This design comes from an exercise in tuning for small area on the open sky130 flow, not from production work. In this exercise RTL edits were held to simulation tests only and were not proved equivalent to the original. Power figures rest on the tool's default switching activity, not on a simulated workload.

File: run.sh
#!/bin/bash
# synth_recipe.tcl (not shown) runs the flow's synth.tcl, then flattens the netlist and writes it again
# the make line also repeats each setting of config.mk as NAME=value (left out here)
make -C /OpenROAD-flow-scripts/flow DESIGN_CONFIG=/design/flow/config.mk WORK_HOME=/design/flow/orfs CLKGATE_MAP_FILE= SYNTH_SCRIPT=/design/flow/synth_recipe.tcl finish
File: config.mk
export PLATFORM = sky130hd
export DESIGN_NAME = stpm3x_link
export DESIGN_NICKNAME = stpm3x_link
export VERILOG_FILES = /design/flow/design.v
export SDC_FILE = /design/flow/constraint.sdc
export NUM_CORES = 4
export LEC_CHECK = 0
export CAP_MARGIN = 20
export CORE_MARGIN = 2
export CORE_UTILIZATION = 40
export SLEW_MARGIN = 20
File: constraint.sdc
create_clock -name core_clock -period 8.0 [get_ports {clk}]
set_input_delay 1.6000 -clock core_clock [delete_from_list [all_inputs] [get_ports {clk}]]
set_output_delay 1.6000 -clock core_clock [all_outputs]
set_load 0.01 [all_outputs]
File: design.v
module stpm3x_crc8 (
    input  wire [31:0] data,
    output reg  [7:0]  crc
);
    integer i;
    reg [7:0] acc;
    always @* begin
        acc = 8'h00;
        for (i = 31; i >= 0; i = i - 1) begin
            if (data[i] ^ acc[7])
                acc = {acc[6:0], 1'b0} ^ 8'h07;
            else
                acc = {acc[6:0], 1'b0};
        end
        crc = acc;
    end
endmodule
module stpm3x_frame_codec (
    input  wire [2:0]  op,
    input  wire [7:0]  a,
    input  wire [39:0] d,
    output reg  [79:0] result
);
    localparam OP_CRC8 = 3'd1;
    localparam OP_ENCW = 3'd2;
    localparam OP_ENCR = 3'd3;
    localparam OP_DEC  = 3'd4;
    localparam OP_CHK  = 3'd5;
    wire [7:0] crc_op;
    stpm3x_crc8 u_crc_op (.data(d[39:8]), .crc(crc_op));
    wire [31:0] encw_body = {8'hFF, a, d[7:0], d[15:8]};
    wire [7:0]  encw_crc;
    stpm3x_crc8 u_crc_encw (.data(encw_body), .crc(encw_crc));
    wire [31:0] encr_body = {a, 24'hFFFFFF};
    wire [7:0]  encr_crc;
    stpm3x_crc8 u_crc_encr (.data(encr_body), .crc(encr_crc));
    wire [7:0] chk_crc;
    stpm3x_crc8 u_crc_chk (.data(d[39:8]), .crc(chk_crc));
    always @* begin
        result = 80'd0;
        case (op)
            OP_CRC8: result[7:0]  = crc_op;
            OP_ENCW: result[39:0] = {encw_body, encw_crc};
            OP_ENCR: result       = {encr_body, encr_crc, 40'hFFFFFFFFDE};
            OP_DEC:  result[31:0] = {d[15:8], d[23:16], d[31:24], d[39:32]};
            OP_CHK:  result[0]    = (chk_crc == d[7:0]);
            default: result       = 80'd0;
        endcase
    end
endmodule
module stpm3x_link (
    input  wire        clk,
    input  wire        rst,
    input  wire [7:0]  t_min,         
    input  wire        cmd_valid,
    output wire        cmd_ready,
    input  wire [2:0]  cmd_op,
    input  wire [7:0]  cmd_addr,
    input  wire [39:0] cmd_data,
    output reg         rsp_valid,
    output reg  [2:0]  rsp_code,
    output reg  [79:0] rsp_data,
    output reg  [1:0]  rsp_crc_err,   
    output reg         arb_req,
    input  wire        arb_ack,
    input  wire        arb_gnt,
    output reg         bus_held,
    output reg         spi_cs_n,
    output reg         spi_sclk,
    output wire        spi_mosi,
    input  wire        spi_miso
);
    localparam OP_RSVD  = 3'd0;
    localparam OP_WRREG = 3'd6;
    localparam OP_RDREG = 3'd7;
    localparam RC_OK       = 3'd0;
    localparam RC_OK_VALUE = 3'd1;
    localparam RC_OK_PURE  = 3'd2;
    localparam RC_ERR_ACQ  = 3'd3;
    localparam RC_ERR_ADDR = 3'd4;
    localparam RC_ERR_OP   = 3'd5;
    localparam [4:0] S_IDLE  = 5'd0,
                     S_CHECK = 5'd1,    
                     S_ACQ   = 5'd2,    
                     S_W2    = 5'd3,    
                     S_W3    = 5'd4,    
                     S_W4    = 5'd5,    
                     S_W5    = 5'd6,    
                     S_W6    = 5'd7,    
                     S_W7    = 5'd8,    
                     S_W8    = 5'd9,    
                     S_W9    = 5'd10,   
                     S_W10   = 5'd11,   
                     S_W11   = 5'd12,   
                     S_W12   = 5'd13,   
                     S_Q2    = 5'd14,   
                     S_Q3    = 5'd15,   
                     S_Q4    = 5'd16,   
                     S_Q5    = 5'd17,   
                     S_Q6    = 5'd18,   
                     S_Q7    = 5'd19,   
                     S_Q8    = 5'd20,   
                     S_Q9    = 5'd21;   
    reg [4:0]  phase;
    reg        op_is_rd;
    reg [7:0]  addr_r;      
    reg [31:0] wdata_r;     
    reg [39:0] txf;         
    reg [39:0] rx_shift;    
    reg [39:0] rxf0;        
    reg [39:0] rxf1;        
    reg [7:0]  dly_cnt;
    reg [5:0]  bit_cnt;
    assign cmd_ready = (phase == S_IDLE);
    assign spi_mosi  = txf[39];
    wire [79:0] pure_result;
    stpm3x_frame_codec u_codec (
        .op(cmd_op), .a(cmd_addr), .d(cmd_data), .result(pure_result)
    );
    wire [7:0]  addr_p1 = addr_r + 8'd1;
    wire [31:0] wr_lo_body = {8'hFF, addr_r,  wdata_r[7:0],   wdata_r[15:8]};
    wire [31:0] wr_hi_body = {8'hFF, addr_p1, wdata_r[23:16], wdata_r[31:24]};
    wire [31:0] rd_lo_body = {addr_r, 24'hFFFFFF};
    wire [7:0]  wr_lo_crc, wr_hi_crc, rd_lo_crc;
    stpm3x_crc8 u_crc_wlo (.data(wr_lo_body), .crc(wr_lo_crc));
    stpm3x_crc8 u_crc_whi (.data(wr_hi_body), .crc(wr_hi_crc));
    stpm3x_crc8 u_crc_rlo (.data(rd_lo_body), .crc(rd_lo_crc));
    localparam [39:0] FILL_FRAME = 40'hFFFFFFFFDE;
    wire [7:0] rx0_crc, rx1_crc;
    stpm3x_crc8 u_crc_rx0 (.data(rxf0[39:8]), .crc(rx0_crc));
    stpm3x_crc8 u_crc_rx1 (.data(rxf1[39:8]), .crc(rx1_crc));
    wire addr_legal = (addr_r[0] == 1'b0) && (addr_r <= 8'hFC);
    wire dly_done   = (dly_cnt >= t_min);
    wire xfer_last  = spi_sclk && (bit_cnt == 6'd39);
    always @(posedge clk) begin
        if (rst) begin
            phase     <= S_IDLE;
            rsp_valid <= 1'b0;
            arb_req   <= 1'b0;
            bus_held  <= 1'b0;
            spi_cs_n  <= 1'b1;
            spi_sclk  <= 1'b0;
        end else begin
            rsp_valid <= 1'b0;
            if (phase == S_W4 || phase == S_W9 || phase == S_Q4 || phase == S_Q6) begin
                if (!spi_sclk) begin
                    spi_sclk <= 1'b1;
                    rx_shift <= {rx_shift[38:0], spi_miso};
                end else begin
                    spi_sclk <= 1'b0;
                    txf      <= {txf[38:0], 1'b0};
                    bit_cnt  <= bit_cnt + 6'd1;
                end
            end
            case (phase)
                S_IDLE: begin
                    if (cmd_valid) begin
                        case (cmd_op)
                            OP_WRREG, OP_RDREG: begin
                                addr_r   <= cmd_addr;
                                op_is_rd <= (cmd_op == OP_RDREG);
                                if (cmd_op == OP_WRREG)
                                    wdata_r <= cmd_data[31:0];
                                phase    <= S_CHECK;
                            end
                            OP_RSVD: begin
                                rsp_valid <= 1'b1;
                                rsp_code  <= RC_ERR_OP;
                                rsp_data  <= 80'd0;
                                rsp_crc_err <= 2'b00;
                            end
                            default: begin
                                rsp_valid <= 1'b1;
                                rsp_code  <= RC_OK_PURE;
                                rsp_data  <= pure_result;
                                rsp_crc_err <= 2'b00;
                            end
                        endcase
                    end
                end
                S_CHECK: begin
                    if (addr_legal) begin
                        arb_req <= 1'b1;
                        phase   <= S_ACQ;
                    end else begin
                        rsp_valid   <= 1'b1;
                        rsp_code    <= RC_ERR_ADDR;
                        rsp_data    <= 80'd0;
                        rsp_crc_err <= 2'b00;
                        phase       <= S_IDLE;
                    end
                end
                S_ACQ: begin
                    if (arb_ack) begin
                        arb_req <= 1'b0;
                        if (arb_gnt) begin
                            bus_held <= 1'b1;
                            dly_cnt  <= 8'd0;
                            if (op_is_rd) begin
                                txf   <= {rd_lo_body, rd_lo_crc};
                                phase <= S_Q2;
                            end else begin
                                txf   <= {wr_lo_body, wr_lo_crc};
                                phase <= S_W2;
                            end
                        end else begin
                            rsp_valid   <= 1'b1;
                            rsp_code    <= RC_ERR_ACQ;
                            rsp_data    <= 80'd0;
                            rsp_crc_err <= 2'b00;
                            phase       <= S_IDLE;
                        end
                    end
                end
                S_W2: begin
                    dly_cnt <= dly_cnt + 8'd1;
                    if (dly_done) phase <= S_W3;
                end
                S_W3: begin
                    spi_cs_n <= 1'b0;
                    bit_cnt  <= 6'd0;
                    phase    <= S_W4;
                end
                S_W4: begin
                    if (xfer_last) begin
                        dly_cnt <= 8'd0;
                        phase   <= S_W5;
                    end
                end
                S_W5: begin
                    dly_cnt <= dly_cnt + 8'd1;
                    if (dly_done) phase <= S_W6;
                end
                S_W6: begin
                    spi_cs_n <= 1'b1;
                    dly_cnt  <= 8'd0;
                    phase    <= S_W7;
                end
                S_W7: begin
                    txf     <= {wr_hi_body, wr_hi_crc};
                    dly_cnt <= dly_cnt + 8'd1;
                    if (dly_done) phase <= S_W8;
                end
                S_W8: begin
                    spi_cs_n <= 1'b0;
                    bit_cnt  <= 6'd0;
                    phase    <= S_W9;
                end
                S_W9: begin
                    if (xfer_last) begin
                        dly_cnt <= 8'd0;
                        phase   <= S_W10;
                    end
                end
                S_W10: begin
                    dly_cnt <= dly_cnt + 8'd1;
                    if (dly_done) phase <= S_W11;
                end
                S_W11: begin
                    spi_cs_n <= 1'b1;
                    phase    <= S_W12;
                end
                S_W12: begin
                    bus_held    <= 1'b0;
                    rsp_valid   <= 1'b1;
                    rsp_code    <= RC_OK;
                    rsp_data    <= 80'd0;
                    rsp_crc_err <= 2'b00;
                    phase       <= S_IDLE;
                end
                S_Q2: begin
                    dly_cnt <= dly_cnt + 8'd1;
                    if (dly_done) phase <= S_Q3;
                end
                S_Q3: begin
                    spi_cs_n <= 1'b0;
                    bit_cnt  <= 6'd0;
                    phase    <= S_Q4;
                end
                S_Q4: begin
                    if (xfer_last) begin
                        rxf0    <= rx_shift;
                        dly_cnt <= 8'd0;
                        phase   <= S_Q5;
                    end
                end
                S_Q5: begin
                    txf     <= FILL_FRAME;
                    bit_cnt <= 6'd0;
                    dly_cnt <= dly_cnt + 8'd1;
                    if (dly_done) phase <= S_Q6;
                end
                S_Q6: begin
                    if (xfer_last) begin
                        rxf1    <= rx_shift;
                        dly_cnt <= 8'd0;
                        phase   <= S_Q7;
                    end
                end
                S_Q7: begin
                    dly_cnt <= dly_cnt + 8'd1;
                    if (dly_done) phase <= S_Q8;
                end
                S_Q8: begin
                    spi_cs_n <= 1'b1;
                    phase    <= S_Q9;
                end
                S_Q9: begin
                    bus_held    <= 1'b0;
                    rsp_valid   <= 1'b1;
                    rsp_code    <= RC_OK_VALUE;
                    rsp_data    <= {48'd0, rxf1[31:24], rxf1[39:32], rxf0[31:24], rxf0[39:32]};
                    rsp_crc_err <= {rx1_crc != rxf1[7:0], rx0_crc != rxf0[7:0]};
                    phase       <= S_IDLE;
                end
                default: phase <= S_IDLE;
            endcase
        end
    end
endmodule
==> run notes <==
# TYPE chip_impl_metric gauge
chip_impl_metric{name="switching_power",unit="mW"} 1.802
chip_impl_metric{name="slew_violations",unit=""} 0
chip_impl_metric{name="avgRoutedWirePerCell",unit="um"} 21.90
chip_impl_metric{name="detail_route.vias_per_cell",unit=""} 5.275
chip_impl_metric{name="clk-insertion-delay-late",unit="ns"} 0.61
chip_impl_metric{name="remaining_drc_errors",unit=""} 0
chip_impl_metric{name="maxSlewHeadroom",unit=""} 0.2813
chip_impl_info{name="path_cells",value="or2_2 -> nor2_1 -> nand2_1 -> inv_1 -> clkdlybuf4s50_1"} 1
chip_impl_metric{name="area_growth_syn_to_layout",unit="%"} 17.21
chip_impl_info{name="root_buffer",value="clkbuf_16"} 1
chip_impl_metric{name="cp_data_required_time",unit="ns"} 6.40
chip_impl_metric{name="leakage",unit="nW"} 6.705
chip_impl_info{name="leading_cell_types_in_the_layout_fill_and_taps_excluded",value="323 x xnor2_1, 270 x edfxtp_1, 156 x clkdlybuf4s50_1"} 1
chip_impl_metric{name="synth-seq-area-share",unit=""} 0.4998
chip_impl_metric{name="portBuffers",unit=""} 156
chip_impl_metric{name="period_share",unit=""} 0.5461
chip_impl_metric{name="worstPathArrival",unit="ns"} 2.77
chip_impl_metric{name="grt-ovfl-total",unit=""} 0
chip_impl_metric{name="groute.usage.overall",unit=""} 0.2108
chip_impl_metric{name="post_synth_num_cell_types",unit=""} 64
chip_impl_metric{name="crit_path_max_incr_delay",unit="ns"} 0.59
chip_impl_metric{name="worst_clock_skew",unit="ns"} 0.02431
chip_impl_metric{name="seq_power_share",unit=""} 0.381
chip_impl_metric{name="die_h",unit="um"} 207.8
chip_impl_metric{name="ctsLongestPathBuffers",unit=""} 3
chip_impl_info{name="synth.top_cells.by_area",value="edfxtp_1 49%, xnor2_1 17%, xor2_1 6.2%, o21ai_0 2.5%, nand2_1 2.4%"} 1
chip_impl_metric{name="cts_buffers",unit=""} 31
chip_impl_metric{name="dp_hpwl",unit="mm"} 34.18
chip_impl_metric{name="syn_inst",unit=""} 1465
chip_impl_metric{name="syn-mean-instance-area",unit="um^2"} 11.35
chip_impl_metric{name="p_sw_frac",unit=""} 0.3345
chip_impl_metric{name="antenna-diode-count",unit=""} 0
chip_impl_metric{name="synth_register_bits",unit=""} 280
chip_impl_metric{name="detailedRoute.firstPassIterationCount",unit=""} 7
chip_impl_info{name="tritoncts",value="yes"} 1
chip_impl_info{name="most_frequent_standard_cell_in_the_layout_excluding_fill_and_tap_cells",value="xnor2_1"} 1
chip_impl_metric{name="ys.warnings.count",unit=""} 3
chip_impl_metric{name="maxCapViolations",unit=""} 0
chip_impl_metric{name="timing.final.crit_period",unit="ns"} 4.369
chip_impl_info{name="rsz0062_at_grt",value="no"} 1
chip_impl_metric{name="timing.final.hold_violations",unit=""} 0
chip_impl_metric{name="yosys.area.top_type_share",unit=""} 0.4878
chip_impl_metric{name="synth_edf_count",unit=""} 270
chip_impl_metric{name="crit_fanout",unit=""} 19
chip_impl_metric{name="core_area",unit="um^2"} 40920
chip_impl_metric{name="final_cell_count_no_fill",unit=""} 2123
chip_impl_metric{name="cts_clock_pin_slew_for_the_worst_setup_and_hold_paths",unit="ns"} 0.06
chip_impl_metric{name="post_route_cells_drive_above_1_share",unit=""} 0.05783
chip_impl_metric{name="p_int",unit="mW"} 3.585
chip_impl_metric{name="tightest_slew",unit="ns"} 1.078
chip_impl_info{name="critPathCaptureType",value="output port"} 1
chip_impl_metric{name="post_cts_buffers",unit=""} 0
chip_impl_metric{name="setup_tns",unit="ns"} 0
chip_impl_info{name="critPathSlowestCell",value="clkdlybuf4s50_1"} 1
chip_impl_metric{name="die_area",unit="um^2"} 43200
chip_impl_metric{name="start_util",unit=""} 0.4061
chip_impl_metric{name="first_global_vias",unit=""} 11075
chip_impl_metric{name="routed_wirelength",unit="mm"} 46.49
chip_impl_info{name="run_status",value="timing/DRC/antenna clean"} 1
chip_impl_metric{name="cts.sinks",unit=""} 280
chip_impl_metric{name="ioPinCount",unit=""} 157
chip_impl_metric{name="clock_power_share",unit=""} 0.264
chip_impl_metric{name="drt.antenna.violating_nets",unit=""} 0
chip_impl_info{name="synth_area_leader_cell",value="edfxtp_1"} 1
chip_impl_metric{name="nNetsFinal",unit=""} 1649
chip_impl_metric{name="antenna_violations_before_repair",unit=""} 1
chip_impl_metric{name="cellPowerDensity",unit="nW/um^2"} 276.5
chip_impl_metric{name="area_of_the_mapped_netlist",unit="um^2"} 16620
chip_impl_metric{name="floorplan.rows",unit=""} 74
chip_impl_metric{name="first_iter_violations",unit=""} 995
chip_impl_metric{name="async_flop_share",unit=""} 0
chip_impl_metric{name="die_width",unit="um"} 207.8
chip_impl_metric{name="fmax",unit="MHz"} 228.9
chip_impl_metric{name="synth_nets",unit=""} 1547
chip_impl_info{name="dominantRegCellSynth",value="edfxtp_1"} 1
chip_impl_info{name="worst_setup_path_start_kind",value="register"} 1
chip_impl_metric{name="combPwrFrac",unit=""} 0.355
chip_impl_metric{name="detailroute.via_count",unit=""} 11199
chip_impl_metric{name="grt_first_pass_wirelength",unit="mm"} 69.72
chip_impl_metric{name="ir_drop",unit="V"} 0.0001712
chip_impl_metric{name="ctsHtreeMaxLevel",unit=""} 1
chip_impl_metric{name="grt_max_degree",unit=""} 56
chip_impl_metric{name="hold_buffers",unit=""} 0
chip_impl_info{name="hold_path.class",value="register to register"} 1
chip_impl_metric{name="finalWeightedCongestion",unit=""} 0.8746
chip_impl_metric{name="setup_viol",unit=""} 0
chip_impl_metric{name="nFillCells",unit=""} 3743
chip_impl_info{name="path_class",value="register to output port"} 1
chip_impl_metric{name="post_cts_resized",unit=""} 0
chip_impl_metric{name="post-place-cells",unit=""} 2066
## synthesized netlist by cell type (12+ instances only)
cell and instances:
a21oi_1 62, and2_1 12, buf_4 30, clkbuf_1 59, edfxtp_1 270, ha_1 17
inv_1 19, mux2i_1 33, nand2_1 107, nand3_1 30, nor2_1 102, nor3_1 22
o21ai_0 82, xnor2_1 323, xor2_1 117
## flip-flops by register name, indices dropped and copies added, names as in the netlist, 2 cells and up
register	flops
addr_r	8
bit_cnt	6
dly_cnt	8
phase	5
rsp_code	3
rsp_crc_err	2
rsp_data	50
rx_shift	40
rxf0	40
rxf1	40
txf	40
wdata_r	32
## area by class of cell
class,instances,area (um^2),share of cell area
Clock buffer,38,802.0,0.04117
Clock inverter,19,195.2,0.01002
Inverter,19,71.32,0.003661
Multi-Input combinational cell,1065,7772,0.3990
Sequential cell,280,8308,0.4265
Tap cell,532,665.6,0.03417
Timing Repair Buffer,170,1667,0.08555
## critical path, delay by kind of cell (launching register included)
kind          cells  cell delay, ns
flops             1            0.51
simple gates      3            0.85
buf+inv           2            0.81
## metal layers
layer | up-vias | wire length, um | track usage
met1 | 5430 | 20860 | 0.2931
met5 | - | 13 | 0
li1 | 5297 | - | -
met3 | 70 | 2874 | 0.03510
met4 | 2 | 1176 | 0.05820
met2 | 400 | 21560 | 0.3408
## per-stage QoR
step / hold slack [ns] / setup WS, ns / power, mW / utilization / area, um^2
6_report: 0.4628 / 3.631 / 5.387 / 0.4760 / 19480
5_1_grt: 0.4873 / 3.463 / 5.670 / 0.4760 / 19480
4_1_cts: 0.4772 / 3.665 / 5.413 / 0.4760 / 19480
3_5_place_dp: 0.4396 / 3.179 / 3.977 / 0.4516 / 18480
3_3_place_gp: 0.4490 / 3.247 / 3.963 / 0.4516 / 18480
2_1_floorplan: 0.4215 / 0.1768 / 3.408 / - / 16620
## kinds of logic (layout without fill, tap and decap cells)
| group | Yosys count | after routing | synth area share |
|---|---|---|---|
| multiplexers | 43 | 43 | 0.02665 |
| AND/OR/NAND/NOR | 315 | 315 | 0.08446 |
| adder cells (fa/ha/maj) | 18 | 18 | 0.01340 |
| flip-flops | 280 | 280 | 0.4998 |
| XOR/XNOR | 460 | 460 | 0.2568 |
| buffers and inverters | 120 | 246 | 0.03433 |
| AO/OA/AOI/OAI | 229 | 229 | 0.08454 |
## power by group through the flow
stage	Sequential [mW]	Clock [mW]	Combinational, mW
floorplan	2.06	0	1.35
global placement	2.08	0	1.89
detailed placement	2.08	0	1.90
CTS	2.05	1.45	1.91
global route	2.08	1.50	2.09
finish	2.05	1.42	1.91
## path summary, 6_finish.rpt
| kind | start | end | slack, ns | depth (start not counted) |
|---|---|---|---|---|
| setup / recovery | phase[2] | cmd_ready | 3.63 | 5 |
| setup reg to reg | phase[4] | txf[4] | 4.03 | 8 |
| hold reg to reg | rx_shift[37] | rxf0[37] | 0.46 | 0 |
| hold / removal | rx_shift[37] | rxf0[37] | 0.46 | 0 |

-- re-timing with driven ports --
How much do the figures lean on ideal ports? The routed layout below was timed once more, with nothing changed but the port constraints.
Step 1 assumes that a clkbuf_16 drives the clock port and a buf_2 every other input.
Step 2 moves the port delays by t, midway between the first and last clock arrival at a register: inputs arrive t later, outputs are due t later. That takes back most of the time a late clock gives input paths.
Slacks: ideal ports / drivers / drivers and shift; pairs: ideal ports / drivers.
t (ns): 0.649
slack for setup (ns): 3.631 / 3.578 / 3.106
hold WS [ns]: 0.463 / 0.463 / 0.463
slew at the worst register clock pin (ns): 0.07 / 0.07
worst slew at a driven data input, ns: 0.11
After both steps setup and hold are still met in this run. The setup slack of this run moves by -0.053 ns with the drivers and by -0.525 ns with both steps.
